This is an optimization exercise on Yosys and OpenROAD, whose aim is small area, not a production implementation. Function was checked by simulation only, so behaviour that the tests miss may differ from the original. No activity file was given, so power comes from the tool's default toggle rates.

==> flow/design.v (excerpt) <==
module bte (
    input             clk,
    input             rst,            
    input             cmd_we,
    input      [31:0] cmd,
    input             i2c_ch_valid,
    input             spi_ch_valid,
    input      [7:0]  i2c_budget,     
    input      [7:0]  spi_budget,     
    output reg        res_done,
    output     [7:0]  res_status,
    output     [15:0] res_data,
    output            res_busy,
    output     [7:0]  res_retries,
    output            ch_req,
    output            ch_bus,         
    output     [1:0]  ch_kind,        
    output     [6:0]  ch_slave,
    output     [15:0] ch_buf,         
    output     [3:0]  ch_size,
    output     [7:0]  ch_opts,
    input             ch_ack,
    input      [7:0]  ch_st,
    input      [7:0]  ch_n,
    input      [15:0] ch_rdata,
    input             ch_busy
);
Size: about 310 cells after synthesis, about 30 flip-flops, roughly 160 I/O pins.
clock: 10.0 ns
lec_check: 0
cap_margin: 20
core_margin: 2
core_utilization: 55
slew_margin: 20
standard.sh (not shown) runs the stock make flow with config.mk's settings and CLKGATE_MAP_FILE= SYNTH_SCRIPT=/design/flow/synth_recipe.tcl, a recipe that flattens the netlist after the stock synthesis.
==> flow/flow/run.sh <==
#!/bin/bash
# The standard layout (standard.sh, same make targets and settings) with
# these changes:
#  - synthesis maps the logic with an area-oriented ABC script (flow/area.abc)
#    instead of ORFS's delay-oriented one; everything else in the synthesis
#    script, and the flip-flop mapping, is the standard flow's own (synth_recipe.tcl);
#  - the port buffers are the smallest buffer cell (buf_1);
#  - the clock tree uses clkbuf_4 and no dummy loads, sized for a few dozen
#    flip-flops;
#  - the constant outputs share synthesis's single tie cell
#    (SKIP_REPAIR_TIE_FANOUT) rather than one tie cell each.
# Each tool's log stays under orfs/logs/; make's output goes to flow_make.log.
set -euo pipefail
here=$(pwd)
# synthesis script: synth_recipe.tcl with yosys's abc pass given our script
{
  head -n 1 synth_recipe.tcl
  cat <<'EOT'
proc abc {args} {
  set i [lsearch -exact $args -script]
  if { $i >= 0 } { lset args [expr { $i + 1 }] $::env(BTE_ABC_SCRIPT) }
  puts "abc pass given flow/area.abc: $args"
  yosys abc {*}$args
}
EOT
  tail -n +2 synth_recipe.tcl
} > synth_area.tcl
export BTE_ABC_SCRIPT="$here/flow/area.abc"
export SKIP_REPAIR_TIE_FANOUT=1
export BUFFER_PORTS_ARGS="-buffer_cell sky130_fd_sc_hd__buf_1"
export CTS_ARGS="-sink_clustering_enable -repair_clock_nets -root_buf sky130_fd_sc_hd__clkbuf_4 -buf_list sky130_fd_sc_hd__clkbuf_4 -dont_use_dummy_load"
sed "s#SYNTH_SCRIPT=[^ ]*#SYNTH_SCRIPT=$here/synth_area.tcl#" standard.sh > standard_area.sh
grep -q "SYNTH_SCRIPT=$here/synth_area.tcl" standard_area.sh
bash standard_area.sh finish > flow_make.log 2>&1
==> flow/flow/area.abc <==
strash; dc2; dch -f; amap -F 10 -A 40; topo
Next try:
--- a/flow/design.v
+++ b/flow/design.v
@@ -38,29 +38,28 @@
     localparam [3:0] SR  = 4'd10;   
     localparam [3:0] SX  = 4'd11;   
     localparam [3:0] QO  = 4'd12;   
     localparam [3:0] QL  = 4'd13;   
     localparam [3:0] QD  = 4'd14;   
     localparam [3:0] FIN = 4'd15;   
     reg        run;         
     reg [3:0]  st;
     reg [15:0] sdn;         
     wire [15:0] sd = ~sdn;  
-    reg [7:0]  xan;         
-    wire [7:0] xa = ~xan;   
+    reg [7:0]  xa;          
     wire [4:0] hi5 = {xa[0], xa[6:4], xa[7]};
     wire [2:0] lo3 = xa[3:1];
     assign res_status  = {3'b000, xa[4:0]};
     wire   rd_end   = (st == R2) | (st == QD);
     wire   spi_poll = (st == SB) | (st == SR) | (st == SX);
     wire   poll_end = (st == WP) | spi_poll;
-    assign res_data    = {(st == QD) ? sd[15:8] : 8'd0, rd_end ? sd[7:0] : 8'd0};
+    assign res_data    = rd_end ? sd : 16'd0;
     assign res_busy    = spi_poll & xa[7];
     assign res_retries = poll_end ? sd[7:0] : 8'd0;
     assign ch_req   = run & (st != FIN);
     assign ch_bus   = st[3] | st[2];
     assign ch_slave = ch_bus ? 7'd0 : xa[6:0];
     reg [1:0] kind;
     reg [3:0] size;
     reg [3:0] opts;
     reg [7:0] b0, b1;
     always @(*) begin
@@ -139,57 +138,54 @@
             R1:      st_next = R2;
             SS:      st_next = SB;
             SB:      st_next = (ch_busy & ~at_budget) ? SB : SR;
             QO:      st_next = QL;
             QL:      st_next = QD;
             SE: st_next = SO; SO: st_next = SL; SL: st_next = SD; SD: st_next = SS; SR: st_next = SX;
             default: st_next = FIN;
         endcase
     end
     wire acc    = cmd_we & ~run;
-    wire answer = ch_ack & ch_req;     
+    wire answer = ch_ack;                
     wire finish = run & ((st == FIN) | (answer & last));
     always @(posedge clk) begin
         if (rst) begin
             run      <= 1'b0;
             res_done <= 1'b0;
         end else if (acc) begin
             run      <= 1'b1;
             res_done <= 1'b0;
         end else if (finish) begin
             run      <= 1'b0;
             res_done <= 1'b1;
         end
     end
-    wire sd_rd  = (st == QD) | (st == R2);
-    wire sd_inc = (st == WP) | (st == SB);
-    wire sd_clr = (st == W1) | (st == SS);
-    always @(posedge clk) begin
-        if (acc | (answer & (sd_rd | sd_inc | sd_clr)))
-            sdn[7:0] <= ~(({8{acc}} & cmd[7:0]) |
-                          ({8{~acc & sd_rd}} & ch_rdata[7:0]) |
-                          ({8{~acc & sd_inc}} & retry_inc));
-        if (acc | (answer & sd_rd))
-            sdn[15:8] <= ~(({8{acc}} & cmd[15:8]) |
-                           ({8{~acc}} & ch_rdata[15:8]));
-    end
     always @(posedge clk) begin
         if (acc) begin
             st       <= c_ok ? c_first : FIN;
-            xan[0]   <= ~cmd[23];
-            xan[3:1] <= ~(cmd[26:24] | cmd[18:16]);
-            xan[6:4] <= ~(cmd[29:27] | cmd[22:20]);
-            xan[7]   <= ~cmd[19];
+            sdn      <= ~cmd[15:0];
+            xa[0]    <= cmd[23];
+            xa[3:1]  <= cmd[26:24] | cmd[18:16];
+            xa[6:4]  <= cmd[29:27] | cmd[22:20];
+            xa[7]    <= cmd[19];
             if (!c_ok)
-                xan[4:0] <= c_legal ? ~5'd3 : ~5'd6;
+                xa[4:0] <= c_legal ? 5'd3 : 5'd6;
         end else if (answer) begin
             if (last)
-                xan[4:0] <= ~eff;
+                xa[4:0] <= eff;
             else
                 st <= st_next;
+            if (st == QD)
+                sdn <= ~ch_rdata;
+            else if (st == R2)
+                sdn <= ~{8'd0, ch_rdata[7:0]};
+            else if (st == WP || st == SB)
+                sdn[7:0] <= ~retry_inc;
+            else if (st == W1 || st == SS)
+                sdn[7:0] <= 8'hFF;
             if (st == SS)
-                xan[7] <= 1'b1;
+                xa[7] <= 1'b0;
             else if (st == SB && st_zero)
-                xan[7] <= ~ch_busy;
+                xa[7] <= ch_busy;
         end
     end
 endmodule
After rerunning: The new run finished clean; maximum frequency is lower by roughly a tenth; core utilization is lower by 2.3 points; wire length is higher slightly; power is lower slightly; final cell count is higher by a few percent.

The RTL this note starts from:
==> flow/design.v <==
module bte (
    input             clk,
    input             rst,            
    input             cmd_we,
    input      [31:0] cmd,
    input             i2c_ch_valid,
    input             spi_ch_valid,
    input      [7:0]  i2c_budget,     
    input      [7:0]  spi_budget,     
    output reg        res_done,
    output     [7:0]  res_status,
    output     [15:0] res_data,
    output            res_busy,
    output     [7:0]  res_retries,
    output            ch_req,
    output            ch_bus,         
    output     [1:0]  ch_kind,        
    output     [6:0]  ch_slave,
    output     [15:0] ch_buf,         
    output     [3:0]  ch_size,
    output     [7:0]  ch_opts,
    input             ch_ack,
    input      [7:0]  ch_st,
    input      [7:0]  ch_n,
    input      [15:0] ch_rdata,
    input             ch_busy
);
    localparam [3:0] W1  = 4'd0;    
    localparam [3:0] WP  = 4'd1;    
    localparam [3:0] R1  = 4'd2;    
    localparam [3:0] R2  = 4'd3;    
    localparam [3:0] SE  = 4'd4;    
    localparam [3:0] SO  = 4'd5;    
    localparam [3:0] SL  = 4'd6;    
    localparam [3:0] SD  = 4'd7;    
    localparam [3:0] SS  = 4'd8;    
    localparam [3:0] SB  = 4'd9;    
    localparam [3:0] SR  = 4'd10;   
    localparam [3:0] SX  = 4'd11;   
    localparam [3:0] QO  = 4'd12;   
    localparam [3:0] QL  = 4'd13;   
    localparam [3:0] QD  = 4'd14;   
    localparam [3:0] FIN = 4'd15;   
    reg        run;         
    reg [3:0]  st;
    reg [15:0] sdn;         
    wire [15:0] sd = ~sdn;  
    reg [7:0]  xan;         
    wire [7:0] xa = ~xan;   
    wire [4:0] hi5 = {xa[0], xa[6:4], xa[7]};
    wire [2:0] lo3 = xa[3:1];
    assign res_status  = {3'b000, xa[4:0]};
    wire   rd_end   = (st == R2) | (st == QD);
    wire   spi_poll = (st == SB) | (st == SR) | (st == SX);
    wire   poll_end = (st == WP) | spi_poll;
    assign res_data    = rd_end ? sd : 16'd0;
    assign res_busy    = spi_poll & xa[7];
    assign res_retries = poll_end ? sd[7:0] : 8'd0;
    assign ch_req   = run & (st != FIN);
    assign ch_bus   = st[3] | st[2];
    assign ch_slave = ch_bus ? 7'd0 : xa[6:0];
    reg [1:0] kind;
    reg [3:0] size;
    reg [3:0] opts;
    reg [7:0] b0, b1;
    always @(*) begin
        kind = 2'd0;
        size = 4'd0;
        opts = 4'h0;
        b0   = 8'h00;
        b1   = 8'h00;
        case (st)
            W1: begin size = 4'd2; opts = 4'h3; b0 = sd[15:8]; b1 = sd[7:0]; end
            WP: begin size = 4'd1; opts = 4'h5; b0 = sd[15:8]; end
            R1: begin size = 4'd1; opts = 4'h1; b0 = sd[15:8]; end
            R2: begin kind = 2'd1; size = 4'd1; opts = 4'h9; end
            SE: begin size = 4'd9; opts = 4'h7; b0 = 8'h9F; end
            SO: begin size = 4'd1; opts = 4'h2; b0 = {3'b101, hi5}; end
            SL: begin size = 4'd3; opts = 4'h1; b0 = {lo3, 5'd0}; end
            SD: begin size = 4'd2; opts = 4'h4; b0 = sd[7:0]; b1 = sd[15:8]; end
            SS: begin opts = 4'h2; end
            SB: begin kind = 2'd2; end
            SR: begin opts = 4'h4; end
            SX: begin size = 4'd9; opts = 4'h7; b0 = 8'h87; end
            QO: begin size = 4'd1; opts = 4'h2; b0 = {3'b110, hi5}; end
            QL: begin size = 4'd4; opts = 4'h1; b0 = {lo3, 5'd0}; end
            QD: begin kind = 2'd1; size = 4'd2; opts = 4'h4; end
            default: ;
        endcase
    end
    assign ch_kind = kind;
    assign ch_size = size;
    assign ch_opts = {4'h0, opts};
    assign ch_buf  = {b1, b0};
    wire [1:0] c_op = cmd[31:30];
    reg        c_legal;
    always @(*) begin
        case (c_op)
            2'd0:    c_legal = (cmd[22:19] == 4'd0);
            2'd1:    c_legal = (cmd[22:19] == 4'd0) && (cmd[7:0] == 8'd0);
            2'd2:    c_legal = (cmd[29:24] == 6'd0);
            default: c_legal = (cmd[29:24] == 6'd0) && (cmd[15:0] == 16'd0);
        endcase
    end
    wire c_chv = c_op[1] ? spi_ch_valid : i2c_ch_valid;
    wire c_ok  = c_legal & c_chv;
    reg [3:0] c_first;
    always @(*) begin
        case (c_op)
            2'd0:    c_first = W1;
            2'd1:    c_first = R1;
            2'd2:    c_first = SE;
            default: c_first = QO;
        endcase
    end
    wire st_zero  = (ch_st == 8'd0);
    wire st_known = (ch_st[7:5] == 3'd0) &&
                    ((ch_st[4:3] == 2'b00 && ch_st[2:0] != 3'd0 &&
                      ch_st[2:0] != 3'd1 && ch_st[2:0] != 3'd7) ||
                     ch_st[4:0] == 5'd18);
    wire n_ok   = (ch_n == {4'd0, size});
    wire eff_ok = st_zero & (n_ok | (st == SB));
    wire [4:0] eff = st_known ? ch_st[4:0] : (eff_ok ? 5'd0 : 5'd18);
    wire [7:0] retry_inc = sd[7:0] + 8'd1;
    wire [7:0] budget    = (st == WP) ? i2c_budget : spi_budget;
    wire       at_budget = (retry_inc == budget);
    reg last;
    always @(*) begin
        case (st)
            WP:      last = eff_ok | at_budget;
            R2, SX, QD: last = 1'b1;
            default: last = ~eff_ok;
        endcase
    end
    reg [3:0] st_next;
    always @(*) begin
        case (st)
            W1, WP:  st_next = WP;
            R1:      st_next = R2;
            SS:      st_next = SB;
            SB:      st_next = (ch_busy & ~at_budget) ? SB : SR;
            QO:      st_next = QL;
            QL:      st_next = QD;
            SE: st_next = SO; SO: st_next = SL; SL: st_next = SD; SD: st_next = SS; SR: st_next = SX;
            default: st_next = FIN;
        endcase
    end
    wire acc    = cmd_we & ~run;
    wire answer = ch_ack;                
    wire finish = run & ((st == FIN) | (answer & last));
    always @(posedge clk) begin
        if (rst) begin
            run      <= 1'b0;
            res_done <= 1'b0;
        end else if (acc) begin
            run      <= 1'b1;
            res_done <= 1'b0;
        end else if (finish) begin
            run      <= 1'b0;
            res_done <= 1'b1;
        end
    end
    wire sd_rd  = (st == QD) | (st == R2);
    wire sd_inc = (st == WP) | (st == SB);
    wire sd_clr = (st == W1) | (st == SS);
    always @(posedge clk) begin
        if (acc | (answer & (sd_rd | sd_inc | sd_clr)))
            sdn[7:0] <= ~(({8{acc}} & cmd[7:0]) |
                          ({8{~acc & sd_rd}} & ch_rdata[7:0]) |
                          ({8{~acc & sd_inc}} & retry_inc));
        if (acc | (answer & sd_rd))
            sdn[15:8] <= ~(({8{acc}} & cmd[15:8]) |
                           ({8{~acc & (st == QD)}} & ch_rdata[15:8]));
    end
    always @(posedge clk) begin
        if (acc) begin
            st       <= c_ok ? c_first : FIN;
            xan[0]   <= ~cmd[23];
            xan[3:1] <= ~(cmd[26:24] | cmd[18:16]);
            xan[6:4] <= ~(cmd[29:27] | cmd[22:20]);
            xan[7]   <= ~cmd[19];
            if (!c_ok)
                xan[4:0] <= c_legal ? ~5'd3 : ~5'd6;
        end else if (answer) begin
            if (last)
                xan[4:0] <= ~eff;
            else
                st <= st_next;
            if (st == SS)
                xan[7] <= 1'b1;
            else if (st == SB && st_zero)
                xan[7] <= ~ch_busy;
        end
    end
endmodule
Settings: LEC_CHECK=0, CAP_MARGIN=20, CORE_MARGIN=2, CORE_UTILIZATION=55, SLEW_MARGIN=20; clock period 10.0 ns.
Scripts as last shown in full above: flow/flow/run.sh, flow/flow/area.abc
Edit:
--- a/flow/design.v
+++ b/flow/design.v
@@ -43,12 +43,11 @@
     localparam [3:0] FIN = 4'd15;   
     reg        run;         
     reg [3:0]  st;
     reg [15:0] sdn;         
     wire [15:0] sd = ~sdn;  
-    reg [7:0]  xan;         
-    wire [7:0] xa = ~xan;   
+    reg [7:0]  xa;          
     wire [4:0] hi5 = {xa[0], xa[6:4], xa[7]};
     wire [2:0] lo3 = xa[3:1];
     assign res_status  = {3'b000, xa[4:0]};
     wire   rd_end   = (st == R2) | (st == QD);
     wire   spi_poll = (st == SB) | (st == SR) | (st == SX);
@@ -173,23 +172,23 @@
                            ({8{~acc & (st == QD)}} & ch_rdata[15:8]));
     end
     always @(posedge clk) begin
         if (acc) begin
             st       <= c_ok ? c_first : FIN;
-            xan[0]   <= ~cmd[23];
-            xan[3:1] <= ~(cmd[26:24] | cmd[18:16]);
-            xan[6:4] <= ~(cmd[29:27] | cmd[22:20]);
-            xan[7]   <= ~cmd[19];
+            xa[0]    <= cmd[23];
+            xa[3:1]  <= cmd[26:24] | cmd[18:16];
+            xa[6:4]  <= cmd[29:27] | cmd[22:20];
+            xa[7]    <= cmd[19];
             if (!c_ok)
-                xan[4:0] <= c_legal ? ~5'd3 : ~5'd6;
+                xa[4:0] <= c_legal ? 5'd3 : 5'd6;
         end else if (answer) begin
             if (last)
-                xan[4:0] <= ~eff;
+                xa[4:0] <= eff;
             else
                 st <= st_next;
             if (st == SS)
-                xan[7] <= 1'b1;
+                xa[7] <= 1'b0;
             else if (st == SB && st_zero)
-                xan[7] <= ~ch_busy;
+                xa[7] <= ch_busy;
         end
     end
 endmodule
The new run ran to the end with no violations.
Die area rose by 1.9%.
Global-route usage fell by 0.53 points.
Synthesized area rose by 2.0%.
Wire length fell by 2.4%.
Clock power is about the same.

-- separate check: timing with driven ports --
No port has a modelled driver above. Below, the same layouts with a new extraction and two added sets of constraints. Step 1: set_driving_cell puts a clkbuf_16 on clk and a buf_2 on each other input, an assumption about the parent block. Step 2 moves the port delays by t, midway between the first and last clock arrival at a register: inputs arrive t later, outputs are due t later. That takes back most of the time a late clock gives input paths. Three values: ideal, step 1, step 2; two values: the first two.
| run | shift t [ns] | slack for setup (ns) | slew at the worst register clock pin (ns) |
|---|---|---|---|
| the first run of note 1 | 0.348 | 5.151 / 5.126 / 4.949 | 0.09 / 0.09 |
| the second run of note 1 | 0.357 | 4.654 / 4.654 / 4.654 | 0.10 / 0.10 |
| the first run of note 2 | 0.358 | 4.772 / 4.772 / 4.579 | 0.11 / 0.11 |
| the second run of note 2 | 0.357 | 5.033 / 5.033 / 5.033 | 0.10 / 0.10 |
After both steps setup and hold are still met in every run listed. For the first run of note 1, which loses most, drivers alone change the setup slack by -0.025 ns; drivers and shift together by -0.202 ns.
